This design comes from an exercise in tuning for small area, a short achievable clock period and few clock cycles per item on the open sky130 flow, not from production work.
At most, simulation tests tie the RTL to the original design; equivalence was not proved.
For runs 6 and 8, only the layout was checked, not whether the RTL still works.
Power is estimated from default activity; no workload was simulated.

--- design/flow/design.v ---
module wib_expander (
    input  wire        clk,
    input  wire        rst,         
    input  wire        in_valid,
    output wire        in_ready,
    input  wire [63:0] in_data,
    output wire        out_valid,
    input  wire        out_ready,
    output wire [63:0] out_data,
    output wire        out_last     
);
    reg  [3:0]  ph;         
    reg         hdr;        
    reg  [1:0]  hcnt;       
    reg  [2:0]  grp;        
    reg  [15:0] x, y;       
    wire [15:0] c0 = in_data[15:0];
    wire [15:0] c1 = in_data[31:16];
    wire [15:0] c2 = in_data[47:32];
    wire [15:0] c3 = in_data[63:48];
    assign out_valid = in_valid & ~hdr;
    assign in_ready  = hdr | (out_ready & ~ph[2]);
    assign out_last  = ph[3] & (grp == 3'd7);
    wire [15:0] s0 = ({16{ph[0]}} & c0) | ({16{ph[1]}} & x)  | ({16{ph[2]}} & y)  | ({16{ph[3]}} & c1);
    wire [15:0] s1 = ({16{ph[0]}} & c1) | ({16{ph[1]}} & c0) | ({16{ph[2]}} & x)  | ({16{ph[3]}} & c2);
    wire [15:0] s2 = ({16{ph[0]}} & c2) | ({16{ph[1]}} & c1) | ({16{ph[2]}} & c0) | ({16{ph[3]}} & c3);
    wire [47:0] d = {s2, s1, s0};
    assign out_data = {4'h0, d[47:36], 4'h0, d[35:24], 4'h0, d[23:12], 4'h0, d[11:0]};
    wire out_fire = in_valid & ~hdr & out_ready;
    always @(posedge clk) begin
        if (in_valid & out_ready) begin
            x <= c3;
            y <= c2;
        end
    end
    always @(posedge clk) begin
        if (rst) begin
            ph   <= 4'b0001;
            hdr  <= 1'b1;
            hcnt <= 2'd3;
            grp  <= 3'd0;
        end else begin
            if (hdr) begin
                if (in_valid) begin
                    hcnt <= hcnt - 2'd1;
                    if (hcnt == 2'd0)
                        hdr <= 1'b0;
                end
            end else if (out_fire) begin
                ph <= {ph[2:0], ph[3]};
                if (ph[3]) begin
                    grp <= grp + 3'd1;
                    if (grp[1:0] == 2'd3) begin
                        hdr  <= 1'b1;
                        hcnt <= grp[2] ? 2'd3 : 2'd1;
                    end
                end
            end
        end
    end
endmodule
--- design/flow/flow/run.sh ---
#!/bin/bash
# Standard layout, with the port buffers that buffer_ports inserts made of
# sky130_fd_sc_hd__buf_1 instead of the cell it picks by default, and the
# constant outputs left on the one tie cell that synthesis gives them.
set -euo pipefail
export BUFFER_PORTS_ARGS="-buffer_cell sky130_fd_sc_hd__buf_1"
export SKIP_REPAIR_TIE_FANOUT=1
bash standard.sh > standard.log 2>&1
--- design/flow/standard.sh ---
#!/bin/bash
# synth_recipe.tcl (not shown) runs the flow's synth.tcl, then flattens the netlist and writes it again
# the make line also repeats each setting of config.mk as NAME=value (left out here)
make -C /OpenROAD-flow-scripts/flow DESIGN_CONFIG=/design/flow/config.mk WORK_HOME=/design/flow/orfs CLKGATE_MAP_FILE= SYNTH_SCRIPT=/design/flow/synth_recipe.tcl "${@:-finish}"
--- design/flow/config.mk ---
export PLATFORM = sky130hd
export DESIGN_NAME = wib_expander
export DESIGN_NICKNAME = wib_expander
export VERILOG_FILES = /design/flow/design.v
export SDC_FILE = /design/flow/constraint.sdc
export NUM_CORES = 4
export LEC_CHECK = 0
export CAP_MARGIN = 20
export CORE_MARGIN = 2
export CORE_UTILIZATION = 40
export SETUP_SLACK_MARGIN = 1.7
export SLEW_MARGIN = 20
--- design/flow/constraint.sdc ---
create_clock -name core_clock -period 4.0 [get_ports {clk}]
set_input_delay 0.8000 -clock core_clock [delete_from_list [all_inputs] [get_ports {clk}]]
set_output_delay 0.8000 -clock core_clock [all_outputs]
set_load 0.01 [all_outputs]
==> results of run 1 <==
[metal layers]
| layer | vias to the layer above | global-route usage | wire (µm) |
|---|---|---|---|
| met5 | - | 0 | 0 |
| li1 | 1200 | - | - |
| met1 | 1183 | 0.246 | 3410 |
| met3 | 2 | 0.0472 | 588 |
| met2 | 106 | 0.284 | 3760 |
| met4 | 0 | 0.0346 | 29 |
[per-stage QoR]
stage | total power, mW | util | hold slack, ps
floorplan | 0.596 | - | 438
global placement | 0.654 | 0.457 | 454
detailed placement | 0.655 | 0.457 | 467
CTS | 0.922 | 0.473 | 486
global route | 0.964 | 0.497 | 505
finish | 0.918 | 0.497 | 481
[path summary, 6_finish.rpt]
kind           start      endpoint  slack, ps  cells after the start
max            ph[2]  out_data[48]       1840                      4
min          hcnt[0]       hcnt[0]        480                      2
min reg2reg  hcnt[0]       hcnt[0]        480                      2
max reg2reg    ph[3]        grp[1]       2670                      4
[logic make-up after synthesis]
kind of cell / synth area share
xor gates and xnor gates: 0.00339
and+or+nand+nor: 0.104
muxes: 0.0237
AOI/OAI and AO/OA: 0.302
adders and majority gates: 0.0145
DFF: 0.449
other: 0.00145
buffers and inverters: 0.102
[Yosys cell counts]
library cell	number
dfxtp_1	10
o21ai_2	1
nand2_1	53
edfxtp_1	32
a21oi_1	3
nand4b_2	1
conb_1	1
a21o_2	1
o21ai_0	2
a31oi_1	1
inv_1	5
buf_4	17
nor2_1	6
and2_1	1
o221a_2	1
a22oi_1	96
and2_2	1
clkbuf_1	7
nand3_1	1
xor2_1	1
ha_1	3
mux2i_1	5
buf_2	18
and2b_1	1
nand3b_1	1
mux2_2	1
[where the power goes]
group          switching [mW]  internal (mW)
Combinational          0.0890         0.0513
Clock                   0.150          0.123
Sequential             0.0118          0.494
Total                   0.251          0.668
[area by class of cell]
type	count	share of cell area
sequential	42	0.375
multi-input combinational	181	0.371
timing repair buffer	126	0.189
tap	77	0.0307
clock buffer	5	0.0219
clock inverter	3	0.00678
inverter	5	0.00599
[state kept, by name, indices dropped and copies added, names as in the netlist]
register / count
hcnt: 2
hdr: 1
grp: 3
ph: 4
x: 16
y: 16
[repair_timing]
item	in CTS	in global routing
resized for setup	4	1
setup buffers	0	8
cloned	0	0
setup endpoints to repair	50	50
[tightest hold or removal path: cells and delay by family, from the launching register on]
family / cells / cell delay [ps]
DFF: 1 / 340
AOI/OAI and AO/OA: 2 / 120
==> notes.md, run 1 <==
startpoint types register; Post-Place Cell Area 2890 µm²; Slew headroom 0.493; Synth top area share 0.372; RSZ-0062 raised after global routing false; Max-Cap Viols 0; drt pass-1 iters 4; Fillers 645; sequential area share after synthesis 0.449; critical path's largest stage delay 500 ps; DR vias 2491; first-pass GRT wire length 10.4 mm; Setup WS pre-CTS 1710 ps; Finished Layout Cells 439; GPL Wtd Cong 0.772; period utilization 0.541; Residual DRC 0; Starting Density 0.410; GR Overflow Total 0; Final nets 432; Cell Pwr Density 293 nW/µm²; Cell Chain, Critical Path buf_6 -> a22oi_1 -> nand2_1 -> buf_1; area of the multi-input gates 1160 µm²; clock slew at reported path FFs 90 ps; cell row count 29; Mapped Area 2590 µm²; die area 7130 µm²; layout cells sized above 1 0.0746; Chip Width 84.4 µm; CTS buffer count 5; Fmax achieved 462 MHz; final instance area 3140 µm²; final number of setup-violating endpoints 0; vias in the first global route 2152; pin count of the biggest net entering global routing 54; most common cell after layout, fill and taps aside buf_1; Worst Path Arrival 1360 ps; Critical Path Sink Type output port; Fin. Hold Viols 0; Synth Register Bits 42; worst path buffer plus inverter count 2; cell taking the most area after synthesis edfxtp_1; initial antenna violation count 0; Syn Nets 341; Final min period 2160 ps; DIE HEIGHT 84.4 µm; Final Max Tran Viols 0; Top delay family on crit path flip-flops; initial DRC count 189; Distinct cells, synth 26; Post-Route WL 7.79 mm; critical path fanouts, max 15; Cells after DPL 423; htree depth 2; critical path's slowest cell dfxtp_4; clock root buffer clkbuf_8; CORE AREA 6310 µm²; commonest non-fill, non-tap cells in the layout 117 x buf_1, 96 x a22oi_1, 53 x nand2_1; wire per inst 17.8 µm; Buffers on Ports 118; Ports 135; Via density 5.67; setup TNS 0 ps; storage element area 1180 µm²; Lkg Pwr 1.16 nW; critical path class register to output port; Worst Tran Pin Value 761 ps; area grow syn2layout 21.2%; Worst-Skew Late Latency 290 ps; outcome timing/DRC/antenna clean; Worst Path Required 3200 ps; # hold bufs at CTS 0; Post-DP HPWL 4.36 mm; Routed Antenna Nets 0; Hold Path Class register to register; PnR worst setup slack 1840 ps; Yosys Warn Count 1; CTS tree built; Gate Count Post-Synth 270; diode count 0; Avg Inst Size Synth 9.58 µm²; clk buf depth 2; clk_skew 6.89 ps; Max VDD drop 0.190 mV; Sink Count 42; GR Util All Layers 0.178; largest cells by area after synthesis edfxtp_1 37%, a22oi_1 28%, dfxtp_1 7.7%, nand2_1 7.7%, buf_4 4.9%
Testbench counts, summed over its fixed seeds: cycles 19,456, frames 512.
==> inputs of run 2 (changes only) <==
--- a/design/flow/config.mk
+++ b/design/flow/config.mk
@@ -9,4 +9,5 @@
 export CORE_MARGIN = 2
 export CORE_UTILIZATION = 40
+export GPL_ROUTABILITY_DRIVEN = 0
 export SETUP_SLACK_MARGIN = 1.7
 export SLEW_MARGIN = 20
==> run 2 against run 1 <==
Compared with the run above: still clean on timing, DRC and antenna; synthesized area stayed put; register-to-register slack hardly changed; sequential power hardly changed; total power stayed put; utilization stayed put; via count stayed put; clock-buffer cell count stayed put; largest cell class unchanged.
==> notes.md, run 2 <==
Post-Place Cell Area 2890 µm² (unchanged); die area 7130 µm² (unchanged); Post-Synth Simple-Gate Area 0.104 (unchanged); Starting Density 0.410 (unchanged); cell taking the most area after synthesis edfxtp_1; most common cell after layout, fill and taps aside buf_1; post-synthesis mux area share 0.0237 (unchanged); Mapped Area 2590 µm² (unchanged); final number of setup-violating endpoints 0 (unchanged); CTS tree built; Post-DP HPWL 4.36 mm (unchanged); Critical Path Sink Type output port; pin count of the biggest net entering global routing 54 (unchanged); clock slew at reported path FFs 90 ps (about the same); Chip Width 84.4 µm (unchanged); startpoint types register; Top FF cell, synth edfxtp_1; cell row count 29 (unchanged); Worst Tran Pin Value 761 ps (unchanged); ys async rst share 0 (unchanged); diode count 0 (unchanged); RSZ-0062 raised after global routing false; largest registers x x16, y x16, ph x4; Residual DRC 0 (unchanged); Top delay family on crit path flip-flops; initial DRC count 189 (unchanged); Synth Register Bits 42 (unchanged); Lkg Pwr 1.16 nW (unchanged); setup TNS 0 ps (unchanged); Fmax achieved 462 MHz (unchanged); count leader, synth a22oi_1; layout cells sized above 1 0.0746 (unchanged); drt pass-1 iters 4 (unchanged); worst path buffer plus inverter count 2 (unchanged); Compound-Gate Fraction of Synth Area 0.302 (unchanged); Cell Pwr Density 293 nW/µm² (unchanged); sequential area share after synthesis 0.449 (unchanged); vias in the first global route 2152 (unchanged); Commonest cells post-synth 96 x a22oi_1, 53 x nand2_1, 32 x edfxtp_1; Min Hold Slack 481 ps (unchanged); commonest non-fill, non-tap cells in the layout 117 x buf_1, 96 x a22oi_1, 53 x nand2_1; clk_skew 6.89 ps (unchanged); Worst Path Required 3200 ps (about the same); Fin. Hold Viols 0 (unchanged); Post-Synth XOR/XNOR Area 0.00339 (unchanged); Max-Cap Viols 0 (unchanged); final instance area 3140 µm² (unchanged); Routed Antenna Nets 0 (unchanged); Cell Chain, Critical Path buf_6 -> a22oi_1 -> nand2_1 -> buf_1; Power, Total 0.918 mW (unchanged); initial antenna violation count 0 (unchanged); Worst Path Arrival 1360 ps (about the same); first-pass GRT wire length 10.4 mm (unchanged); clk buf depth 2 (unchanged); Via density 5.67 (unchanged); Final Max Tran Viols 0 (unchanged); Worst-Skew Late Latency 290 ps (about the same); critical path class register to output port; Ports 135 (unchanged); Distinct cells, synth 26 (unchanged); Synth top area share 0.372 (unchanged); CORE AREA 6310 µm² (unchanged); outcome timing/DRC/antenna clean; Final min period 2160 ps (unchanged); critical path's slowest cell dfxtp_4; Avg Inst Size Synth 9.58 µm² (unchanged); DIE HEIGHT 84.4 µm (unchanged); EDFF count, synth 32 (unchanged); Buffers on Ports 118 (unchanged); GR Overflow Total 0 (unchanged); Gate Count Post-Synth 270 (unchanged); CTS buffer count 5 (unchanged); largest cells by area after synthesis edfxtp_1 37%, a22oi_1 28%, dfxtp_1 7.7%, nand2_1 7.7%, buf_4 4.9%; Post-Route WL 7.79 mm (unchanged); Fillers 645 (unchanged); area grow syn2layout 21.2% (unchanged); Syn Nets 341 (unchanged); wire per inst 17.8 µm (unchanged); main combinational cell family by area after synthesis compound AO/OA/AOI/OAI gates; Post-Synth Adder-Cell Area 0.0145 (unchanged); critical path's largest stage delay 500 ps (about the same); Hold Path Class register to register; GR Util All Layers 0.178 (unchanged); Sink Count 42 (unchanged); clock root buffer clkbuf_8; period utilization 0.541 (unchanged); Max VDD drop 0.190 mV (unchanged); critical path fanouts, max 15 (unchanged); DR vias 2491 (unchanged); Final nets 432 (unchanged); Yosys Warn Count 1 (unchanged); Slew headroom 0.493 (unchanged); htree depth 2 (unchanged)
## run 2: cell counts after synthesis
No cell type changed its count.
## run 2: kinds of logic (layout without fill, tap and decap cells)
family                   after synthesis  after routing
other                                  1              1
AND/OR/NAND/NOR                       65             65
XOR/XNOR                               1              1
flip-flops                            42             42
adder cells (fa/ha/maj)                3              3
buffers and inverters                 47            139
AO/OA/AOI/OAI                        105            105
multiplexers                           6              6
## run 2: cell type report
type | count | area (µm²) | area share
inverter | 5 | 18.8 | 0.00599
clock buffer | 5 | 68.8 | 0.0219
clock inverter | 3 | 21.3 | 0.00678
tap | 77 | 96.3 | 0.0307
multi-input combinational | 181 | 1160 | 0.371
timing repair buffer | 126 | 592 | 0.189
sequential | 42 | 1180 | 0.375
## run 2: what timing repair did
item | in CTS | in global routing
hold buffers | 0 | 0
setup endpoints to repair | 50 | 50
resized for setup | 4 | 1
setup buffers | 0 | 8
## run 2: layer usage
metal | vias up | routed length, µm | GRT usage
li1 | 1200 | - | -
met1 | 1183 | 3410 | 0.246
met2 | 106 | 3760 | 0.284
met3 | 2 | 588 | 0.0472
met4 | 0 | 29 | 0.0346
met5 | - | 0 | 0
## run 2: power by group
group	switching [mW]	internal, mW	leakage (nW)	total (mW)
clock	0.150	0.123	0.0441	0.273
sequential	0.0118	0.494	0.384	0.505
combinational	0.0890	0.0513	0.736	0.140
## run 2: stage by stage
step                utilization  setup WS, ps  instances
floorplan                     -          2070        270
CTS                       0.473          1700        431
finish                    0.497          1840        439
global route              0.497          1750        439
detailed placement        0.457          1710        423
global placement          0.457          1730        423
## run 2: worst min-delay path, cell delays in order (launching register included)
cell     delay [ps]
dfxtp_1         340
a21oi_1          60
o21ai_0          60
## run 2: path summary, 6_finish.rpt
kind,from,end,slack (ps),cells past startpoint
worst max-delay path,ph[2],out_data[48],1840,4
worst min-delay path,hcnt[0],hcnt[0],480,2
worst max register to register,ph[3],grp[1],2670,4
worst min register to register,hcnt[0],hcnt[0],480,2
==> inputs of run 3 (changes only) <==
--- a/design/flow/config.mk
+++ b/design/flow/config.mk
@@ -6,8 +6,8 @@
 export NUM_CORES = 4
 export LEC_CHECK = 0
+export ABC_CLOCK_PERIOD_IN_PS = 2000
 export CAP_MARGIN = 20
 export CORE_MARGIN = 2
 export CORE_UTILIZATION = 40
-export GPL_ROUTABILITY_DRIVEN = 0
 export SETUP_SLACK_MARGIN = 1.7
 export SLEW_MARGIN = 20
==> run 3 against run 2 <==
Compared with the run above: via count unchanged; die area unchanged; critical path depth unchanged; wire length unchanged; cell area unchanged; sequential share of layout area unchanged; combinational power about the same; flip-flop and latch count unchanged; synthesized area unchanged; largest power group unchanged; utilization unchanged; clock power about the same.
==> notes.md, run 3 <==
Worst-Skew Late Latency 290 ps (about the same); sequential area share after synthesis 0.449 (unchanged); clk_skew 6.89 ps (unchanged); clock root buffer clkbuf_8; vias in the first global route 2152 (unchanged); Fin. Hold Viols 0 (unchanged); Setup WS pre-CTS 1710 ps (unchanged); CORE AREA 6310 µm² (unchanged); Syn Nets 341 (unchanged); DIE HEIGHT 84.4 µm (unchanged); Synth top area share 0.372 (unchanged); wire per inst 17.8 µm (unchanged); Fillers 645 (unchanged); Avg Inst Size Synth 9.58 µm² (unchanged); CTS tree built; layout cells sized above 1 0.0746 (unchanged); RSZ-0062 raised after global routing false; largest cells by area after synthesis edfxtp_1 37%, a22oi_1 28%, dfxtp_1 7.7%, nand2_1 7.7%, buf_4 4.9%; Sink Count 42 (unchanged); Chip Width 84.4 µm (unchanged); count leader, synth a22oi_1; area of the multi-input gates 1160 µm² (unchanged); final number of setup-violating endpoints 0 (unchanged); Hold Path Class register to register; Hold EP hcnt[0]; most common cell after layout, fill and taps aside buf_1; Residual DRC 0 (unchanged); critical path's slowest cell dfxtp_4; Worst Path Required 3200 ps (about the same); worst path buffer plus inverter count 2 (unchanged); drt pass-1 iters 4 (unchanged); die area 7130 µm² (unchanged); cell row count 29 (unchanged); Ports 135 (unchanged); worst-case reg-to-reg path depth 4 (unchanged); WP depth 4 (unchanged); Slew headroom 0.493 (unchanged); Lkg Pwr 1.16 nW (unchanged); Cell Chain, Critical Path buf_6 -> a22oi_1 -> nand2_1 -> buf_1; initial DRC count 189 (unchanged); Final Max Tran Viols 0 (unchanged); Post-Route WL 7.79 mm (unchanged); Fmax achieved 462 MHz (unchanged); startpoint types register; Top FF cell, synth edfxtp_1; Hold Crit Start hcnt[0]; Critical Path Sink Type output port; Max VDD drop 0.190 mV (unchanged); Cell Pwr Density 293 nW/µm² (unchanged); Routed Antenna Nets 0 (unchanged); Yosys Warn Count 1 (unchanged); clk buf depth 2 (unchanged); PnR worst setup slack 1840 ps (unchanged); Commonest cells post-synth 96 x a22oi_1, 53 x nand2_1, 32 x edfxtp_1; Post-DP HPWL 4.36 mm (unchanged); Top delay family on crit path flip-flops; initial antenna violation count 0 (unchanged); Synth Register Bits 42 (unchanged); GPL Wtd Cong 0.772; cell taking the most area after synthesis edfxtp_1; Power, Total 0.918 mW (unchanged); Max-Cap Viols 0 (unchanged); GR Util All Layers 0.178 (unchanged); period utilization 0.541 (unchanged); Worst R2R Setup Slack 2670 ps (about the same); reg-to-reg startpoint ph[3]; first-pass GRT wire length 10.4 mm (unchanged); storage element area 1180 µm² (unchanged); Starting Density 0.410 (unchanged); Mapped Area 2590 µm² (unchanged); Buffers on Ports 118 (unchanged); worst hold path depth 2 (unchanged); outcome timing/DRC/antenna clean; critical path fanouts, max 15 (unchanged); setup TNS 0 ps (unchanged); Distinct cells, synth 26 (unchanged); critical path class register to output port; GR Overflow Total 0 (unchanged); Final min period 2160 ps (unchanged); htree depth 2 (unchanged); Gate Count Post-Synth 270 (unchanged); Worst Tran Pin Value 761 ps (unchanged); r2r endpoint grp[1]; clock slew at reported path FFs 90 ps (about the same); Final nets 432 (unchanged); CTS buffer count 5 (unchanged); area grow syn2layout 21.2% (unchanged); largest registers x x16, y x16, ph x4; pin count of the biggest net entering global routing 54 (unchanged); critical path's largest stage delay 500 ps (about the same); commonest non-fill, non-tap cells in the layout 117 x buf_1, 96 x a22oi_1, 53 x nand2_1; ys async rst share 0 (unchanged); EDFF count, synth 32 (unchanged); diode count 0 (unchanged); Via density 5.67 (unchanged); Worst Path Arrival 1360 ps (about the same); DR vias 2491 (unchanged)
-- run 3: cell counts in the layout (fill, tap and decap cells not counted) --
Identical to the previous run, type by type.
-- run 3: per-layer routing --
metal	vias to the layer above	share of wire	global-route usage
li1	1200	-	-
met5	-	0	0
met3	2	0.075	0.0472
met4	0	0.0037	0.0346
met2	106	0.48	0.284
met1	1183	0.44	0.246
-- run 3: worst reg2reg max path, delay by kind of cell, from the launching register on --
kind	cells	cell delay, ps
buffers and inverters	1	220
and+or+nand+nor	2	270
muxes	1	210
DFF	1	500
-- run 3: cell type report --
class	count	share of cell area
clock buffers	5	0.0219
clock inverters	3	0.00678
inverters	5	0.00599
multi-input cells	181	0.371
flip-flops and latches	42	0.375
well taps	77	0.0307
repair buffers	126	0.189
-- run 3: what timing repair did --
item	4_1_cts	5_1_grt
pin swaps	0	0
gates cloned	0	0
hold buffers	0	0
endpoints found under the setup margin	50	50
buffers inserted	0	8
resized for setup	4	1
-- run 3: worst max path at each step --
stage / from / end
3_3_place_gp: ph[2] / out_data[55]
6_report: ph[2] / out_data[48]
3_5_place_dp: ph[3] / out_data[11]
5_1_grt: ph[2] / out_data[4]
4_1_cts: ph[3] / out_data[11]
2_1_floorplan: in_valid / out_valid
-- run 3: report_power, final --
part	internal (mW)	switching, mW
registers	0.494	0.0118
clock network	0.123	0.150
logic	0.0513	0.0890
-- run 3: stage by stage --
stage | utilization | cell area (µm²) | hold slack (ps) | std cells
after global placement | 0.457 | 2890 | 454 | 423
after detailed placement | 0.457 | 2890 | 467 | 423
after global routing | 0.497 | 3140 | 505 | 439
after floorplan | - | 2590 | 438 | 270
final | 0.497 | 3140 | 481 | 439
after CTS | 0.473 | 2990 | 486 | 431
-- run 3: logic make-up after synthesis --
group,after synthesis,share of synthesized area
buf+inv,47,0.102
compound gates,105,0.302
simple gates,65,0.104
mux,6,0.0237
xor+xnor,1,0.00339
fa+ha+maj,3,0.0145
other cells,1,0.00145
flops,42,0.449
==> inputs of run 4 (changes only) <==
--- a/design/flow/config.mk
+++ b/design/flow/config.mk
@@ -6,8 +6,7 @@
 export NUM_CORES = 4
 export LEC_CHECK = 0
-export ABC_CLOCK_PERIOD_IN_PS = 2000
 export CAP_MARGIN = 20
 export CORE_MARGIN = 2
 export CORE_UTILIZATION = 40
-export SETUP_SLACK_MARGIN = 1.7
+export SETUP_SLACK_MARGIN = 1.63
 export SLEW_MARGIN = 20
==> run 4 against run 3 <==
Compared with the run above: utilization decreased by 1.2 points; fmax shrank 4.3%; critical path depth is 1 lower; sequential power barely moved; combinational power about the same; setup slack worse by 98 ps; via count is 2.2% lower; clock skew is 2.3 ps lower; clock power shrank 1%; die area did not move; synthesized area unchanged; cell count down 1.1%.
==> notes.md, run 4 <==
Chip Width 84.4 µm (unchanged); commonest non-fill, non-tap cells in the layout 118 x buf_1, 96 x a22oi_1, 53 x nand2_1; most common cell after layout, fill and taps aside buf_1; htree depth 2 (unchanged); Post-DP HPWL 4.36 mm (unchanged); Critical Path Sink Type output port; Slew headroom 0.509 (+0.0160); GR Overflow Total 0 (unchanged); Distinct cells, synth 26 (unchanged); Starting Density 0.410 (unchanged); CTS buffer count 5 (unchanged); Post-Synth XOR/XNOR Area 0.00339 (unchanged); crit path launch ph[1]; Commonest cells post-synth 96 x a22oi_1, 53 x nand2_1, 32 x edfxtp_1; outcome timing/DRC/antenna clean; Worst-Skew Late Latency 290 ps (about the same); Mapped Area 2590 µm² (unchanged); area grow syn2layout 18.4%; ys async rst share 0 (unchanged); Top delay family on crit path flip-flops; main combinational cell family by area after synthesis compound AO/OA/AOI/OAI gates; Lkg Pwr 1.13 nW (-3.3%); area of the multi-input gates 1160 µm² (unchanged); critical path class register to output port; Max-Cap Viols 0 (unchanged); Hold Path Class register to register; cell taking the most area after synthesis edfxtp_1; CTS tree built; Post-Route WL 7.02 mm (-9.9%); Cell Pwr Density 298 nW/µm² (+1.7%); cell row count 29 (unchanged); largest cells by area after synthesis edfxtp_1 37%, a22oi_1 28%, dfxtp_1 7.7%, nand2_1 7.7%, buf_4 4.9%; final number of setup-violating endpoints 0 (unchanged); Compound-Gate Fraction of Synth Area 0.302 (unchanged); Worst Path Required 3200 ps (about the same); diode count 0 (unchanged); largest registers x x16, y x16, ph x4; Top FF cell, synth edfxtp_1; wire per inst 16.2 µm (-8.9%); EDFF count, synth 32 (unchanged); vias in the first global route 2152 (unchanged); Buffers on Ports 118 (unchanged); Synth top area share 0.372 (unchanged); Yosys Warn Count 1 (unchanged); Avg Inst Size Synth 9.58 µm² (unchanged); Via density 5.62 (-1.0%); initial DRC count 173 (-8.5%); critical path's largest stage delay 690 ps (+190 ps); worst path buffer plus inverter count 1 (-1); GR Util All Layers 0.178 (unchanged); Post-Synth Adder-Cell Area 0.0145 (unchanged); period utilization 0.565 (+0.0245); drt pass-1 iters 5 (+1); CORE AREA 6310 µm² (unchanged); first-pass GRT wire length 10.4 mm (unchanged); clk_skew 4.64 ps (-2.25 ps); count leader, synth a22oi_1; Synth Register Bits 42 (unchanged); RSZ-0062 raised after global routing true; startpoint types register; Final min period 2260 ps (+98.1 ps); critical path fanouts, max 50 (+35); critical path's slowest cell dfxtp_4; GPL Wtd Cong 0.772 (unchanged); initial antenna violation count 0 (unchanged); Worst Tran Pin Value 737 ps (-24.0 ps); clock root buffer clkbuf_8; sequential area share after synthesis 0.449 (unchanged); storage element area 1180 µm² (unchanged); Final Max Tran Viols 0 (unchanged); Ports 135 (unchanged); die area 7130 µm² (unchanged); Fmax achieved 442 MHz (-4.3%); Residual DRC 0 (unchanged); Sink Count 42 (unchanged); Hold Crit Start hcnt[0]; layout cells sized above 1 0.0588 (-0.0158); clk buf depth 2 (unchanged); pin count of the biggest net entering global routing 54 (unchanged); post-synthesis mux area share 0.0237 (unchanged); DR vias 2437 (-2.2%); Syn Nets 341 (unchanged); DIE HEIGHT 84.4 µm (unchanged); Fillers 651 (+0.93%); Post-Synth Simple-Gate Area 0.104 (unchanged); Gate Count Post-Synth 270 (unchanged); Power, Total 0.912 mW (-0.68%); Routed Antenna Nets 0 (unchanged); Cell Chain, Critical Path a22oi_1 -> nand2_1 -> buf_1; Max VDD drop 0.194 mV (+2.4%); setup TNS 0 ps (unchanged); Final nets 427 (-1.2%); clock slew at reported path FFs 80 ps (about the same); reg-to-reg startpoint ph[3]; Worst Path Arrival 1460 ps (+100 ps); Fin. Hold Viols 0 (unchanged)
[run 4: path summary, 6_finish.rpt]
check | slack, ps | depth (start not counted) | endpoint
setup / recovery | 1740 | 3 | out_data[55]
hold / removal | 480 | 2 | hcnt[0]
setup reg to reg | 2580 | 4 | grp[1]
hold reg to reg | 480 | 2 | hcnt[0]
[run 4: through the flow]
step | util | setup WS (ps) | cell area, µm² | std cells | hold slack, ps
final | 0.485 | 1740 | 3060 | 434 | 480
after global routing | 0.485 | 1610 | 3060 | 434 | 505
after CTS | 0.473 | 1700 | 2990 | 431 | 486
after detailed placement | 0.457 | 1710 | 2890 | 423 | 467
after global placement | 0.457 | 1730 | 2890 | 423 | 454
after floorplan | - | 2070 | 2590 | 270 | 438
[run 4: tightest hold or removal path, cell delays in order (launching register included)]
cell     delay, ps
dfxtp_1        340
a21oi_1         60
o21ai_0         60
[run 4: area by class of cell]
class,instances,share of cell area
inverters,5,0.00613
flip-flops and latches,42,0.384
clock buffers,5,0.0225
repair buffers,121,0.169
clock inverters,3,0.00695
well taps,77,0.0315
multi-input cells,181,0.380
[run 4: routing by layer]
layer | part of all wire | wire length (µm) | up-vias | GRT usage
met5 | 0 | 0 | - | 0
met4 | 0.0041 | 29 | 0 | 0.0346
met3 | 0.074 | 519 | 2 | 0.0472
met2 | 0.48 | 3380 | 102 | 0.284
met1 | 0.44 | 3090 | 1145 | 0.246
li1 | - | - | 1188 | -
[run 4: cells by family (layout without fill, tap and decap cells)]
kind of cell,count (synthesis),in the layout
AO/OA/AOI/OAI,105,105
AND/OR/NAND/NOR,65,65
buffers and inverters,47,134
flip-flops,42,42
multiplexers,6,6
adder cells (fa/ha/maj),3,3
other,1,1
XOR/XNOR,1,1
[run 4: report_power, final]
| part | leakage (nW) | internal, mW | switching, mW |
|---|---|---|---|
| logic | 0.697 | 0.0502 | 0.0866 |
| registers | 0.384 | 0.494 | 0.0128 |
| clock network | 0.0441 | 0.123 | 0.146 |
[run 4: what timing repair did]
item | in CTS | in global routing
resized for setup | 4 | 0
hold buffers | 0 | 0
hold endpoints to repair | 0 | 0
cloned | 0 | 0
setup buffers | 0 | 3
endpoints found under the setup margin | 50 | 30
==> inputs of run 5 (changes only) <==
--- a/design/flow/config.mk
+++ b/design/flow/config.mk
@@ -6,7 +6,7 @@
 export NUM_CORES = 4
 export LEC_CHECK = 0
-export CAP_MARGIN = 20
+export CAP_MARGIN = 0
 export CORE_MARGIN = 2
 export CORE_UTILIZATION = 40
-export SETUP_SLACK_MARGIN = 1.63
-export SLEW_MARGIN = 20
+export SETUP_SLACK_MARGIN = 1.7
+export SLEW_MARGIN = 0
==> run 5 against run 4 <==
Compared with the run above: total power rose by 0.68%; clock-buffer cell count unchanged; sequential share of layout area is 0.90 points lower; critical path type unchanged.
==> notes.md, run 5 <==
r2r endpoint grp[1]; RSZ-0062 raised after global routing false; critical path class register to output port; pin count of the biggest net entering global routing 54 (unchanged); outcome timing/DRC/antenna clean; Yosys Warn Count 1 (unchanged); Chip Width 84.4 µm (unchanged); Final min period 2160 ps (-98.1 ps); layout cells sized above 1 0.0746 (+0.0158); Power, Total 0.918 mW (+0.68%); CTS buffer count 5 (unchanged); Finished Layout Cells 439 (+1.2%); Post-Synth Adder-Cell Area 0.0145 (unchanged); CTS tree built; most common cell after layout, fill and taps aside buf_1; Syn Nets 341 (unchanged); Cell Chain, Critical Path buf_6 -> a22oi_1 -> nand2_1 -> buf_1; first-pass GRT wire length 10.4 mm (unchanged); Starting Density 0.410 (unchanged); Worst-Skew Late Latency 290 ps (about the same); CP endpoint out_data[48]; critical path's largest stage delay 500 ps (-190 ps); sequential area share after synthesis 0.449 (unchanged); Buffers on Ports 118 (unchanged); GR Overflow Total 0 (unchanged); Commonest cells post-synth 96 x a22oi_1, 53 x nand2_1, 32 x edfxtp_1; Top FF cell, synth edfxtp_1; Routed Antenna Nets 0 (unchanged); critical path's slowest cell dfxtp_4; Max-Cap Viols 0 (unchanged); Post-Synth Simple-Gate Area 0.104 (unchanged); Final nets 432 (+1.2%); final number of setup-violating endpoints 0 (unchanged); vias in the first global route 2152 (unchanged); cell taking the most area after synthesis edfxtp_1; commonest non-fill, non-tap cells in the layout 117 x buf_1, 96 x a22oi_1, 53 x nand2_1; largest cells by area after synthesis edfxtp_1 37%, a22oi_1 28%, dfxtp_1 7.7%, nand2_1 7.7%, buf_4 4.9%; CORE AREA 6310 µm² (unchanged); GR Util All Layers 0.178 (unchanged); Max VDD drop 0.190 mV (-2.3%); initial DRC count 189 (+9.2%); period utilization 0.541 (-0.0245); ys async rst share 0 (unchanged); worst-case reg-to-reg path depth 4 (unchanged); clk buf depth 2 (unchanged); diode count 0 (unchanged); Synth top area share 0.372 (unchanged); Compound-Gate Fraction of Synth Area 0.302 (unchanged); crit path launch ph[2]; die area 7130 µm² (unchanged); Cell Pwr Density 293 nW/µm² (-1.7%); Fin. Hold Viols 0 (unchanged); Cells after DPL 423 (unchanged); area grow syn2layout 21.2%; Mapped Area 2590 µm² (unchanged); wire per inst 17.8 µm (+9.7%); Hold Path Class register to register; cell row count 29 (unchanged); initial antenna violation count 0 (unchanged); EDFF count, synth 32 (unchanged); main combinational cell family by area after synthesis compound AO/OA/AOI/OAI gates; Worst R2R Setup Slack 2670 ps (+90 ps); Worst Path Arrival 1360 ps (-100 ps); startpoint types register; DIE HEIGHT 84.4 µm (unchanged); Synth Register Bits 42 (unchanged); GPL Wtd Cong 0.772 (unchanged); largest registers x x16, y x16, ph x4; Ports 135 (unchanged); setup TNS 0 ps (unchanged); # hold bufs at CTS 0 (unchanged); Post-Synth XOR/XNOR Area 0.00339 (unchanged); Sink Count 42 (unchanged); Worst Path Required 3200 ps (about the same); reg-to-reg startpoint ph[3]; post-synthesis mux area share 0.0237 (unchanged); Post-DP HPWL 4.36 mm (unchanged); Final Max Tran Viols 0 (unchanged); DR vias 2491 (+2.2%); Gate Count Post-Synth 270 (unchanged); Via density 5.67 (+1.1%); clock slew at reported path FFs 90 ps (about the same); Fmax achieved 462 MHz (+4.5%); Residual DRC 0 (unchanged); Critical Path Sink Type output port; Min Hold Slack 481 ps (+0.941 ps); drt pass-1 iters 4 (-1); Avg Inst Size Synth 9.58 µm² (unchanged); critical path fanouts, max 15 (-70%); count leader, synth a22oi_1; clock root buffer clkbuf_8; Worst Tran Pin Value 761 ps (+24.0 ps); htree depth 2 (unchanged); Lkg Pwr 1.16 nW (+3.4%); Distinct cells, synth 26 (unchanged); clk_skew 6.89 ps (+2.25 ps); Slew headroom 0.493 (-0.0160); Post-Route WL 7.79 mm (+11%)
## run 5: changes by cell type in the layout (fill, tap and decap cells not counted), sizes merged
cell    previous run  this run
buf              121       125
clkbuf             5         6
## run 5: critical path, delay by kind of cell (launching register included)
| kind | cells | cell delay (ps) |
|---|---|---|
| flops | 1 | 500 |
| buf+inv | 2 | 360 |
| compound gates | 1 | 110 |
| simple gates | 1 | 90 |
## run 5: logic make-up after synthesis
group	Yosys count
compound gates	105
xor+xnor	1
fa+ha+maj	3
buf+inv	47
flops	42
mux	6
other cells	1
simple gates	65
## run 5: area by class of cell
| type | instances | area, µm² |
|---|---|---|
| clock buffer | 5 | 68.8 |
| timing repair buffer | 126 | 592 |
| inverter | 5 | 18.8 |
| clock inverter | 3 | 21.3 |
| tap | 77 | 96.3 |
| multi-input combinational | 181 | 1160 |
| sequential | 42 | 1180 |
| fill | 645 | 3180 |
## run 5: layer usage
layer / up-vias / share of wire / track usage
met4: 0 / 0.0037 / 0.0346
li1: 1200 / - / -
met5: - / 0 / 0
met2: 106 / 0.48 / 0.284
met1: 1183 / 0.44 / 0.246
met3: 2 / 0.075 / 0.0472
## run 5: worst min-delay path by stage
stage | from | depth (start not counted) | slack [ps] | to
finish | hcnt[0] | 2 | 480 | hcnt[0]
global route | hcnt[0] | 2 | 500 | hcnt[0]
CTS | hcnt[0] | 2 | 490 | hcnt[0]
detailed placement | hcnt[0] | 2 | 470 | hcnt[0]
global placement | hcnt[0] | 2 | 450 | hcnt[0]
floorplan | hcnt[0] | 2 | 440 | hcnt[0]
## run 5: what timing repair did
| item | CTS | global route |
|---|---|---|
| gates cloned | 0 | 0 |
| setup buffers | 0 | 8 |
| gates resized for setup | 4 | 1 |
| endpoints found under the setup margin | 50 | 50 |
## run 5: power breakdown
group	internal (mW)	switching (mW)	total [mW]
Sequential	0.494	0.0118	0.505
Combinational	0.0513	0.0890	0.140
Clock	0.123	0.150	0.273
## run 5: stage by stage
stage	setup WS, ps	util	area [µm²]
detailed placement	1710	0.457	2890
global route	1750	0.497	3140
finish	1840	0.497	3140
CTS	1700	0.473	2990
floorplan	2070	-	2590
global placement	1730	0.457	2890
==> inputs of run 6 (changes only) <==
--- a/design/flow/design.v
+++ b/design/flow/design.v
@@ -11,4 +11,5 @@
 );
     reg  [3:0]  ph;         
+    reg  [3:0]  pa;         
     reg         hdr;        
     reg  [1:0]  hcnt;       
@@ -22,6 +23,6 @@
     assign in_ready  = hdr | (out_ready & ~ph[2]);
     assign out_last  = ph[3] & (grp == 3'd7);
-    wire [15:0] s0 = ({16{ph[0]}} & c0) | ({16{ph[1]}} & x)  | ({16{ph[2]}} & y)  | ({16{ph[3]}} & c1);
-    wire [15:0] s1 = ({16{ph[0]}} & c1) | ({16{ph[1]}} & c0) | ({16{ph[2]}} & x)  | ({16{ph[3]}} & c2);
+    wire [15:0] s0 = ({16{pa[0]}} & c0) | ({16{pa[1]}} & x)  | ({16{pa[2]}} & y)  | ({16{pa[3]}} & c1);
+    wire [15:0] s1 = ({16{pa[0]}} & c1) | ({16{pa[1]}} & c0) | ({16{pa[2]}} & x)  | ({16{pa[3]}} & c2);
     wire [15:0] s2 = ({16{ph[0]}} & c2) | ({16{ph[1]}} & c1) | ({16{ph[2]}} & c0) | ({16{ph[3]}} & c3);
     wire [47:0] d = {s2, s1, s0};
@@ -37,4 +38,5 @@
         if (rst) begin
             ph   <= 4'b0001;
+            pa   <= 4'b0001;
             hdr  <= 1'b1;
             hcnt <= 2'd3;
@@ -49,4 +51,5 @@
             end else if (out_fire) begin
                 ph <= {ph[2:0], ph[3]};
+                pa <= {pa[2:0], pa[3]};
                 if (ph[3]) begin
                     grp <= grp + 3'd1;
--- a/design/flow/config.mk
+++ b/design/flow/config.mk
@@ -6,7 +6,7 @@
 export NUM_CORES = 4
 export LEC_CHECK = 0
-export CAP_MARGIN = 0
+export CAP_MARGIN = 20
 export CORE_MARGIN = 2
 export CORE_UTILIZATION = 40
 export SETUP_SLACK_MARGIN = 1.7
-export SLEW_MARGIN = 0
+export SLEW_MARGIN = 20
==> run 6 against run 5 <==
Compared with the run above: still clean; setup slack got worse by 38 ps; clock power fell by 2%; via count rose by 3.2%; largest cell class unchanged; largest power group unchanged.
==> notes.md, run 6 <==
outcome timing/DRC/antenna clean; Slew headroom 0.500 (+0.00751); cell taking the most area after synthesis edfxtp_1; switch share 0.257 (-0.0164); Chip Width 86.7 µm (+2.7%); Post-Route WL 7.63 mm (-2.1%); Final Max Tran Viols 0 (unchanged); initial antenna violation count 0 (unchanged); Commonest cells post-synth 96 x a22oi_1, 54 x nand2_1, 32 x edfxtp_1; Routed Antenna Nets 0 (unchanged); area grow syn2layout 15.9%; clock slew at reported path FFs 70 ps (-20 ps); Final min period 2200 ps (+38.5 ps); initial DRC count 184 (-2.6%); Flop pwr share 0.572 (+0.022); Cells after DPL 442 (+4.5%); DR vias 2571 (+3.2%); startpoint types input pin; Cell Pwr Density 301 nW/µm² (+2.7%); Finished Layout Cells 450 (+2.5%); largest cells by area after synthesis edfxtp_1 35%, a22oi_1 26%, dfxtp_1 10%, nand2_1 7.4%, buf_4 4.4%; cell row count 30 (+3.4%); Mapped Area 2740 µm² (+5.8%); Synth top area share 0.351 (-0.0202); crit path launch in_valid; Worst R2R Setup Slack 2690 ps (+20 ps); sw power 0.245 mW (-2.4%); Final nets 440 (+1.9%); sequential area share after synthesis 0.454 (+0.00484); count leader, synth a22oi_1; period utilization 0.550 (+0.00962); Fin. Hold Viols 0 (unchanged); Critical Path Sink Type output port; layout cells sized above 1 0.0622 (-0.0124); Sink Count 46 (+9.5%); Lkg Pwr 1.19 nW (+2.2%); vias in the first global route 2449 (+14%); drt pass-1 iters 4 (unchanged); Starting Density 0.407 (-0.00256); die area 7520 µm² (+5.5%); clock root buffer clkbuf_8; critical path fanouts, max 9 (-6); GR Overflow Total 0 (unchanged); ys async rst share 0 (unchanged); Worst-Skew Late Latency 290 ps (about the same); Yosys Warn Count 1 (unchanged); worst hold path depth 2 (unchanged); GR Util All Layers 0.203 (+0.0253); Comb power frac 0.147 (-0.006); CP endpoint out_valid; final number of setup-violating endpoints 0 (unchanged); CORE AREA 6720 µm² (+6.4%); most common cell after layout, fill and taps aside buf_1; largest registers x x16, y x16; Avg Inst Size Synth 9.66 µm² (+0.90%); clk_skew 2.76 ps (-4.13 ps); Worst Path Required 3200 ps (about the same); DIE HEIGHT 86.7 µm (+2.7%); RSZ-0062 raised after global routing false; GPL Wtd Cong 0.792 (+2.6%); Clk pwr share 0.280 (-0.017); Gate Count Post-Synth 283 (+4.8%); Synth Register Bits 46 (+9.5%); CTS tree built; critical path class input pin to output port; CTS buffer count 5 (unchanged); first-pass GRT wire length 12.0 mm (+15%); commonest non-fill, non-tap cells in the layout 118 x buf_1, 96 x a22oi_1, 54 x nand2_1; Buffers on Ports 118 (unchanged); Distinct cells, synth 27 (+3.8%); Syn Nets 354 (+3.8%); Worst Tran Pin Value 750 ps (-11.3 ps); reg-to-reg startpoint hdr; Max-Cap Viols 0 (unchanged); setup TNS 0 ps (unchanged); EDFF count, synth 32 (unchanged); Via density 5.71 (+0.69%); Hold Path Class register to register; Fmax achieved 454 MHz (-1.7%); pin count of the biggest net entering global routing 33 (-39%); Int Pwr 0.709 mW (+6.2%); diode count 0 (unchanged); wire per inst 16.9 µm (-4.5%); clk buf depth 2 (unchanged); Residual DRC 0 (unchanged); worst-case reg-to-reg path depth 3 (-1); Ports 135 (unchanged); Post-DP HPWL 5.29 mm (+21%); Top FF cell, synth edfxtp_1; Final Core Density 0.472 (-0.0249); Worst Path Arrival 1400 ps (+40 ps); r2r endpoint pa[1]; htree depth 2 (unchanged); Max VDD drop 0.209 mV (+10%)
-- run 6: changes by cell type after synthesis, sizes merged --
cell	delta
dfxtp	+4
mux2i	+4
nor2	+3
buf	+2
and2b	-1
clkbuf	-1
nand2	+1
nor2b	+1
-- run 6: worst min path at each step --
stage / slack (ps) / end / startpoint
2_1_floorplan: 440 / hcnt[0] / hcnt[0]
3_3_place_gp: 460 / hcnt[0] / hcnt[0]
3_5_place_dp: 470 / hcnt[0] / hcnt[0]
4_1_cts: 490 / hcnt[0] / hcnt[0]
5_1_grt: 540 / hcnt[0] / hcnt[0]
6_report: 490 / hcnt[0] / hcnt[0]
-- run 6: repair_timing --
item | CTS | global route
hold buffers | 0 | 0
endpoints found under the setup margin | 50 | 20
hold endpoints to repair | 0 | 0
resized for setup | 12 | 4
buffers inserted | 0 | 0
-- run 6: cell families (layout without fill, tap and decap cells) --
| kind of cell | after synthesis | after routing | share of synthesized area |
|---|---|---|---|
| adders and majority gates | 3 | 3 | 0.0137 |
| xor gates and xnor gates | 1 | 1 | 0.00320 |
| and+or+nand+nor | 69 | 69 | 0.106 |
| AOI/OAI and AO/OA | 105 | 105 | 0.284 |
| buffers and inverters | 48 | 135 | 0.0997 |
| DFF | 46 | 46 | 0.454 |
| muxes | 10 | 10 | 0.0384 |
| other | 1 | 1 | 0.00137 |
-- run 6: area by class of cell --
type,instances,area [µm²]
inverters,5,18.8
flip-flops and latches,46,1260
well taps,80,100
repair buffers,122,488
clock buffers,8,80.1
fillers,692,3550
multi-input cells,189,1220
-- run 6: metrics by stage --
stage,cell area (µm²),setup slack [ps],hold WS [ps],power (mW)
global route,3170,1720,537,1.01
CTS,3160,1760,489,0.968
detailed placement,3050,1770,471,0.700
floorplan,2740,2020,438,0.638
global placement,3050,1790,460,0.697
finish,3170,1800,489,0.953
-- run 6: worst max-delay path, stage by stage --
cell,delay [ps]
buf_1,270
nor2b_1,170
buf_1,150
-- run 6: routing by layer --
layer  track usage  share of wire
met2         0.337           0.48
met5             0              0
met4        0.0582         0.0093
met1         0.271           0.44
met3        0.0362          0.072
-- run 6: power groups by stage --
stage	registers [mW]	clock network [mW]	logic (mW)
after floorplan	0.554	0	0.0847
after global placement	0.558	0	0.139
after detailed placement	0.559	0	0.141
after CTS	0.547	0.280	0.141
after global routing	0.549	0.299	0.158
final	0.546	0.267	0.141
==> inputs of run 7 (changes only) <==
--- a/design/flow/design.v
+++ b/design/flow/design.v
@@ -11,5 +11,4 @@
 );
     reg  [3:0]  ph;         
-    reg  [3:0]  pa;         
     reg         hdr;        
     reg  [1:0]  hcnt;       
@@ -23,6 +22,6 @@
     assign in_ready  = hdr | (out_ready & ~ph[2]);
     assign out_last  = ph[3] & (grp == 3'd7);
-    wire [15:0] s0 = ({16{pa[0]}} & c0) | ({16{pa[1]}} & x)  | ({16{pa[2]}} & y)  | ({16{pa[3]}} & c1);
-    wire [15:0] s1 = ({16{pa[0]}} & c1) | ({16{pa[1]}} & c0) | ({16{pa[2]}} & x)  | ({16{pa[3]}} & c2);
+    wire [15:0] s0 = ({16{ph[0]}} & c0) | ({16{ph[1]}} & x)  | ({16{ph[2]}} & y)  | ({16{ph[3]}} & c1);
+    wire [15:0] s1 = ({16{ph[0]}} & c1) | ({16{ph[1]}} & c0) | ({16{ph[2]}} & x)  | ({16{ph[3]}} & c2);
     wire [15:0] s2 = ({16{ph[0]}} & c2) | ({16{ph[1]}} & c1) | ({16{ph[2]}} & c0) | ({16{ph[3]}} & c3);
     wire [47:0] d = {s2, s1, s0};
@@ -38,5 +37,4 @@
         if (rst) begin
             ph   <= 4'b0001;
-            pa   <= 4'b0001;
             hdr  <= 1'b1;
             hcnt <= 2'd3;
@@ -51,5 +49,4 @@
             end else if (out_fire) begin
                 ph <= {ph[2:0], ph[3]};
-                pa <= {pa[2:0], pa[3]};
                 if (ph[3]) begin
                     grp <= grp + 3'd1;
==> design/flow/flow/run.sh (replaced) <==
#!/bin/bash
# Standard layout, with the port buffers that buffer_ports inserts made of
# sky130_fd_sc_hd__buf_1 instead of the cell it picks by default, the
# constant outputs left on the one tie cell that synthesis gives them, and
# clock-tree sinks clustered into larger groups.
set -euo pipefail
export BUFFER_PORTS_ARGS="-buffer_cell sky130_fd_sc_hd__buf_1"
export SKIP_REPAIR_TIE_FANOUT=1
export CTS_ARGS="-sink_clustering_enable -sink_clustering_size 60 -sink_clustering_max_diameter 400 -repair_clock_nets -buf_list sky130_fd_sc_hd__clkbuf_16"
bash standard.sh > standard.log 2>&1
==> run 7 against run 6 <==
Compared with the run above: clock-buffer cell count fell by 3; cell area is the same; fmax down 1.0%; hold slack got worse by 13 ps; synthesized area shrank 5.4%; setup slack got worse by 23 ps; utilization rose by 3.0 points; highest routed layer unchanged.
==> notes.md, run 7 <==
Fmax achieved 450 MHz (-1.0%); Top FF cell, synth edfxtp_1; outcome timing/DRC/antenna clean; htree depth 2 (unchanged); startpoint types register; GR Util All Layers 0.178 (-0.0251); Starting Density 0.410 (+0.00256); Via density 5.81 (+1.6%); Worst Path Required 3200 ps (about the same); diode count 0 (unchanged); Sink Count 42 (-8.7%); die area 7130 µm² (-5.2%); period utilization 0.556 (+0.00576); Worst R2R Setup Slack 2680 ps (about the same); Worst Path Arrival 1420 ps (+20 ps); final number of setup-violating endpoints 0 (unchanged); GPL Wtd Cong 0.772 (-2.5%); Yosys Warn Count 1 (unchanged); Hold Path Class register to register; CTS buffer count 5 (unchanged); wire per inst 17.3 µm (+2.0%); Synth Register Bits 42 (-8.7%); Residual DRC 0 (unchanged); vias in the first global route 2150 (-12%); clk_skew 5.81 ps (+3.04 ps); Slew headroom 0.494 (-0.00606); sequential area share after synthesis 0.449 (-0.00484); DIE HEIGHT 84.4 µm (-2.6%); Final nets 430 (-2.3%); drt pass-1 iters 7 (+3); most common cell after layout, fill and taps aside buf_1; Syn Nets 341 (-3.7%); Fin. Hold Viols 0 (unchanged); Gate Count Post-Synth 270 (-4.6%); critical path's slowest cell dfxtp_4; first-pass GRT wire length 10.5 mm (-13%); Power, Total 1.04 mW (+8.9%); Mapped Area 2590 µm² (-5.4%); Buffers on Ports 118 (unchanged); count leader, synth a22oi_1; setup TNS 0 ps (unchanged); Ports 135 (unchanged); EDFF count, synth 32 (unchanged); DR vias 2537 (-1.3%); largest cells by area after synthesis edfxtp_1 37%, a22oi_1 28%, dfxtp_1 7.7%, nand2_1 7.7%, buf_4 4.9%; Synth top area share 0.372 (+0.0202); Critical Path Sink Type output port; Avg Inst Size Synth 9.58 µm² (-0.89%); cell row count 29 (-3.3%); Min Hold Slack 476 ps (-13.0 ps); critical path class register to output port; ys async rst share 0 (unchanged); Worst Tran Pin Value 759 ps (+9.10 ps); Final Core Density 0.502 (+0.0303); Chip Width 84.4 µm (-2.6%); initial DRC count 179 (-2.7%); pin count of the biggest net entering global routing 54 (+64%); Worst-Skew Late Latency 280 ps (about the same); cell taking the most area after synthesis edfxtp_1; Cell Pwr Density 328 nW/µm² (+8.9%); RSZ-0062 raised after global routing false; Final Max Tran Viols 0 (unchanged); clock slew at reported path FFs 60 ps (about the same); layout cells sized above 1 0.0694 (+0.00728); CTS tree built; Routed Antenna Nets 0 (unchanged); Final min period 2220 ps (+23.0 ps); Lkg Pwr 1.18 nW (-1.0%); Max VDD drop 0.220 mV (+5.2%); Cell Chain, Critical Path buf_16 -> a22oi_1 -> nand2_1 -> buf_1; Commonest cells post-synth 96 x a22oi_1, 53 x nand2_1, 32 x edfxtp_1; clk buf depth 2 (unchanged); initial antenna violation count 0 (unchanged); Max-Cap Viols 0 (unchanged); critical path fanouts, max 26 (+17); # hold bufs at CTS 0 (unchanged); CORE AREA 6310 µm² (-6.0%); Post-DP HPWL 4.36 mm (-18%); Post-Route WL 7.55 mm (-0.97%); largest registers x x16, y x16, ph x4; GR Overflow Total 0 (unchanged); clock root buffer clkbuf_16; commonest non-fill, non-tap cells in the layout 117 x buf_1, 96 x a22oi_1, 53 x nand2_1; area grow syn2layout 22.5%; Distinct cells, synth 26 (-3.7%); critical path's largest stage delay 580 ps (+310 ps)
## run 7: changes by cell type in the layout (fill, tap and decap cells not counted), moves of 3 or more
cell       previous run  this run
clkbuf_8              5         0
clkbuf_1              3         0
clkbuf_16             0         5
mux2i_1               9         5
dfxtp_2               4         0
buf_16                0         3
nor2_1                9         6
## run 7: cells by family after synthesis
logic type                 Yosys count  share of synthesized area
and+or+nand+nor                     65                      0.104
buffers and inverters               47                      0.102
other                                1                    0.00145
adders and majority gates            3                     0.0145
DFF                                 42                      0.449
muxes                                6                     0.0237
xor gates and xnor gates             1                    0.00339
AOI/OAI and AO/OA                  105                      0.302
## run 7: stage by stage
stage               setup WS (ps)  std cells  area [µm²]
floorplan                    2070        270        2590
detailed placement           1710        423        2890
global route                 1700        437        3170
CTS                          1730        431        3040
finish                       1780        437        3170
global placement             1730        423        2890
## run 7: report_power, final
part / switching [mW] / internal (mW)
Sequential: 0.0127 / 0.494
Combinational: 0.0881 / 0.0509
Clock: 0.162 / 0.231
## run 7: critical path: cells and delay by family (launching register included)
family                 cells  cell delay [ps]
DFF                        1              580
buffers and inverters      2              370
and+or+nand+nor            1               90
AOI/OAI and AO/OA          1               90
## run 7: worst paths after layout
check             startpoint      endpoint  cells after the start
hold reg to reg      hcnt[0]       hcnt[0]                      2
setup reg to reg       ph[3]        grp[1]                      4
setup / recovery       ph[1]  out_data[48]                      4
hold / removal       hcnt[0]       hcnt[0]                      2
## run 7: what timing repair did
item	CTS	global route
buffers inserted	0	6
endpoints found under the setup margin	50	49
gates resized for setup	4	1
## run 7: cell type report
type                            instances  area, µm²
Multi-Input combinational cell        181       1160
Clock buffer                            5        125
Inverter                                5       18.8
Tap cell                               77       96.3
Sequential cell                        42       1180
Clock inverter                          3       21.3
Fill cell                             638       3140
Timing Repair Buffer                  124        569
## run 7: per-layer routing
layer | track usage | part of all wire | up-vias
met2 | 0.284 | 0.48 | 128
met3 | 0.0472 | 0.086 | 4
met4 | 0.0346 | 0.0040 | 0
met5 | 0 | 0 | -
met1 | 0.246 | 0.43 | 1205
li1 | - | - | 1200
Testbench counts of run 7, summed over its fixed seeds: cycles 19,456, frames 512.
==> inputs of run 8 (changes only) <==
==> design/flow/design.v (replaced) <==
module wib_expander (
    input  wire        clk,
    input  wire        rst,         
    input  wire        in_valid,
    output wire        in_ready,
    input  wire [63:0] in_data,
    output wire        out_valid,
    input  wire        out_ready,
    output wire [63:0] out_data,
    output wire        out_last     
);
    reg  [3:0]  ph;         
    reg         hdr;        
    reg  [3:0]  k;          
    reg  [15:0] x, y;       
    wire [15:0] c0 = in_data[15:0];
    wire [15:0] c1 = in_data[31:16];
    wire [15:0] c2 = in_data[47:32];
    wire [15:0] c3 = in_data[63:48];
    assign out_valid = in_valid & ~hdr;
    assign in_ready  = hdr | (out_ready & ~ph[2]);
    assign out_last  = ph[3] & (k == 4'd13);
    wire [15:0] s0 = ({16{ph[0]}} & c0) | ({16{ph[1]}} & x)  | ({16{ph[2]}} & y)  | ({16{ph[3]}} & c1);
    wire [15:0] s1 = ({16{ph[0]}} & c1) | ({16{ph[1]}} & c0) | ({16{ph[2]}} & x)  | ({16{ph[3]}} & c2);
    wire [15:0] s2 = ({16{ph[0]}} & c2) | ({16{ph[1]}} & c1) | ({16{ph[2]}} & c0) | ({16{ph[3]}} & c3);
    wire [47:0] d = {s2, s1, s0};
    assign out_data = {4'h0, d[47:36], 4'h0, d[35:24], 4'h0, d[23:12], 4'h0, d[11:0]};
    wire out_fire = in_valid & ~hdr & out_ready;
    always @(posedge clk) begin
        if (in_valid & out_ready) begin
            x <= c3;
            y <= c2;
        end
    end
    wire       step  = hdr ? in_valid : (out_fire & ph[3]);
    wire [3:0] knext = (k == 4'd13) ? 4'd0 : k + 4'd1;
    always @(posedge clk) begin
        if (rst) begin
            ph  <= 4'b0001;
            hdr <= 1'b1;
            k   <= 4'd0;
        end else begin
            if (out_fire)
                ph <= {ph[2:0], ph[3]};
            if (step) begin
                k   <= knext;
                hdr <= (knext <= 4'd3) | (knext == 4'd8) | (knext == 4'd9);
            end
        end
    end
endmodule
==> design/flow/flow/run.sh (replaced) <==
#!/bin/bash
# Standard layout, with the port buffers that buffer_ports inserts made of
# sky130_fd_sc_hd__buf_1 instead of the cell it picks by default, and the
# constant outputs left on the one tie cell that synthesis gives them.
set -euo pipefail
export BUFFER_PORTS_ARGS="-buffer_cell sky130_fd_sc_hd__buf_1"
export SKIP_REPAIR_TIE_FANOUT=1
bash standard.sh > standard.log 2>&1
--- a/design/flow/config.mk
+++ b/design/flow/config.mk
@@ -9,4 +9,4 @@
 export CORE_MARGIN = 2
 export CORE_UTILIZATION = 40
-export SETUP_SLACK_MARGIN = 1.7
+export SETUP_SLACK_MARGIN = 1.55
 export SLEW_MARGIN = 20
==> run 8 against run 7 <==
Compared with the run above: clock skew decreased by 3.1 ps; synthesized area down 0.53%; die area fell by 0.51%; register-to-register slack got worse by 380 ps; critical path type unchanged; clock power fell by 36%; global-route usage barely moved; setup slack worse by 92 ps; clock-buffer cell count grew 3; synthesized cell count increased by 1.5%.
==> notes.md, run 8 <==
Residual DRC 0 (unchanged); EDFF count, synth 32 (unchanged); wire per inst 15.1 µm (-13%); GR Overflow Total 0 (unchanged); largest cells by area after synthesis edfxtp_1 37%, a22oi_1 28%, nand2_1 7.3%, dfxtp_1 7.0%, buf_4 4.7%; count leader, synth a22oi_1; largest registers x x16, y x16; Post-DP HPWL 4.43 mm (+1.5%); Avg Inst Size Synth 9.39 µm² (-2.0%); Distinct cells, synth 28 (+7.7%); Power, Total 0.933 mW (-10%); WP depth 5 (+1); CTS buffer count 5 (unchanged); critical path fanouts, max 4 (-85%); initial DRC count 168 (-6.1%); Worst Tran Pin Value 543 ps (-216 ps); Top FF cell, synth edfxtp_1; cell row count 29 (unchanged); Flop pwr share 0.547 (+0.059); htree depth 2 (unchanged); # hold bufs at CTS 0 (unchanged); r2r endpoint k[0]; Max-Cap Viols 0 (unchanged); Fin. Hold Viols 0 (unchanged); Syn Nets 345 (+1.2%); sequential area share after synthesis 0.444 (-0.00538); initial antenna violation count 0 (unchanged); ys async rst share 0 (unchanged); CORE AREA 6280 µm² (-0.57%); RSZ-0062 raised after global routing false; switch share 0.275 (+0.0224); worst path buffer plus inverter count 2 (unchanged); outcome timing/DRC/antenna clean; clock root buffer clkbuf_8; Gate Count Post-Synth 274 (+1.5%); Max VDD drop 0.199 mV (-9.6%); GR Util All Layers 0.178 (+0.000433); DR vias 2427 (-4.3%); Synth top area share 0.374 (+0.00199); Final min period 2320 ps (+91.7 ps); layout cells sized above 1 0.0419 (-0.0275); Worst Path Required 3200 ps (about the same); Commonest cells post-synth 96 x a22oi_1, 50 x nand2_1, 32 x edfxtp_1; drt pass-1 iters 5 (-2); critical path's largest stage delay 380 ps (-200 ps); Ports 135 (unchanged); startpoint types register; pin count of the biggest net entering global routing 53 (-1.9%); Cell Pwr Density 312 nW/µm² (-4.8%); worst-case reg-to-reg path depth 4 (unchanged); setup TNS 0 ps (unchanged); clock slew at reported path FFs 70 ps (about the same); Final Max Tran Viols 0 (unchanged); critical path class register to output port; Final nets 428 (-0.47%); Int Pwr 0.677 mW (-13%); Critical Path Sink Type output port; Fmax achieved 432 MHz (-4.0%); Routed Antenna Nets 0 (unchanged); Fillers 630 (-1.3%); most common cell after layout, fill and taps aside buf_1; first-pass GRT wire length 10.6 mm (+1.5%); final number of setup-violating endpoints 0 (unchanged); Buffers on Ports 118 (unchanged); sw power 0.257 mW (-2.2%); Clk pwr share 0.268 (-0.110); Hold Path Class register to register; Via density 5.58 (-3.9%); Worst R2R Setup Slack 2300 ps (-380 ps); Hold Crit Start k[0]; Sink Count 41 (-2.4%); period utilization 0.579 (+0.0229); area grow syn2layout 16.3%; die area 7090 µm² (-0.51%); # resized after CTS 4 (unchanged); Hold EP k[0]; Worst-Skew Late Latency 280 ps (about the same); Chip Width 84.2 µm (-0.25%); CTS tree built; Cell Chain, Critical Path inv_1 -> ha_1 -> and3_1 -> and2_1 -> buf_1; DIE HEIGHT 84.2 µm (-0.25%); Yosys Warn Count 1 (unchanged); Synth Register Bits 41 (-2.4%); clk_skew 2.75 ps (-3.05 ps); Starting Density 0.410 (about the same); Slew headroom 0.638 (+0.144); worst hold path depth 2 (unchanged); commonest non-fill, non-tap cells in the layout 118 x buf_1, 96 x a22oi_1, 50 x nand2_1; Comb power frac 0.186 (+0.052); diode count 0 (unchanged); Top delay family on crit path simple AND/OR/NAND/NOR gates; GPL Wtd Cong 0.848 (+9.8%); Lkg Pwr 1.02 nW (-13%); vias in the first global route 2143 (-0.33%); critical path's slowest cell dfxtp_1; reg-to-reg startpoint ph[3]; cell taking the most area after synthesis edfxtp_1; clk buf depth 2 (unchanged); Post-Route WL 6.57 mm (-13%); Mapped Area 2570 µm² (-0.53%); Worst Path Arrival 1520 ps (+100 ps); buffer count from post-CTS setup fixing 0 (unchanged)
run 8: cell types whose count changed in the layout (fill, tap and decap cells not counted), sizes merged, moves of 2 or more:
cell    previous run  this run
o21ai              3         1
clkinv             2         0
clkbuf             6         8
a21oi              3         8
nand2b             0         2
mux2i              5         3
nand2             53        50
buf              123       119
run 8: logic make-up after synthesis:
kind of cell / after synthesis / synth area share
DFF: 41 / 0.444
other: 1 / 0.00146
AOI/OAI and AO/OA: 111 / 0.323
muxes: 4 / 0.0161
adders and majority gates: 3 / 0.0146
buffers and inverters: 49 / 0.0953
and+or+nand+nor: 65 / 0.106
run 8: cell type report:
class | instances | area (µm²) | area share
multi-input combinational | 184 | 1190 | 0.396
sequential | 41 | 1160 | 0.387
timing repair buffer | 119 | 450 | 0.151
tap | 77 | 96.3 | 0.0322
clock buffer | 8 | 80.1 | 0.0268
inverter | 6 | 22.5 | 0.00753
run 8: tightest hold or removal path, cell delays in order (launching register included):
cell and delay, ps:
dfxtp_2 350, nand2_1 60, a21oi_1 60
run 8: power by group through the flow:
stage / Combinational [mW] / Clock [mW] / Sequential (mW)
3_5_place_dp: 0.174 / 0 / 0.521
3_3_place_gp: 0.173 / 0 / 0.521
6_report: 0.173 / 0.250 / 0.510
5_1_grt: 0.195 / 0.276 / 0.514
2_1_floorplan: 0.118 / 0 / 0.507
4_1_cts: 0.174 / 0.261 / 0.510
run 8: how the worst max path moves through the flow:
stage | start | endpoint | slack [ps]
CTS | k[0] | out_last | 1640
detailed placement | ph[3] | out_data[38] | 1730
global route | k[1] | out_last | 1560
floorplan | out_ready | ph[0] | 1690
finish | k[1] | out_last | 1680
global placement | ph[3] | out_data[18] | 1760
run 8: metal layers:
layer | track usage | vias to the layer above | share of wire
met3 | 0.0383 | 2 | 0.064
met5 | 0 | - | 0
met1 | 0.272 | 1142 | 0.46
li1 | - | 1198 | -
met2 | 0.260 | 85 | 0.47
met4 | 0.0381 | 0 | 0.0026
run 8: per-stage QoR:
stage / std cells / hold slack, ps / instance area (µm²) / setup WS, ps / util
floorplan: 274 / 469 / 2570 / 1690 / -
global placement: 427 / 493 / 2900 / 1760 / 0.462
detailed placement: 427 / 495 / 2900 / 1730 / 0.462
CTS: 435 / 505 / 2990 / 1640 / 0.477
global route: 435 / 552 / 2990 / 1560 / 0.477
finish: 435 / 508 / 2990 / 1680 / 0.477

[port drivers added, routing unchanged]
How much do the figures lean on ideal ports? The routed layouts below were timed once more, with nothing changed but the port constraints. Step 1 assumes that a clkbuf_16 drives the clock port and a buf_2 every other input. Step 2 also shifts input and output timing later by t, the mid clock arrival at the registers, as if the neighbouring blocks saw the same clock. Three values: ideal, step 1, step 2; two values: the first two.
run	t (ns)	setup slack, ns	cell pins on the clock port's net
run 1	0.319	1.838 / 1.809 / 1.812	1
run 2	0.319	1.838 / 1.809 / 1.812	1
run 3	0.319	1.838 / 1.809 / 1.812	1
run 4	0.317	1.739 / 1.711 / 1.770	1
run 5	0.319	1.838 / 1.809 / 1.812	1
run 6	0.320	1.799 / 1.778 / 1.778	1
run 7	0.308	1.776 / 1.746 / 1.803	1
run 8	0.302	1.684 / 1.659 / 1.834	1
After both steps every run listed still meets setup and hold.
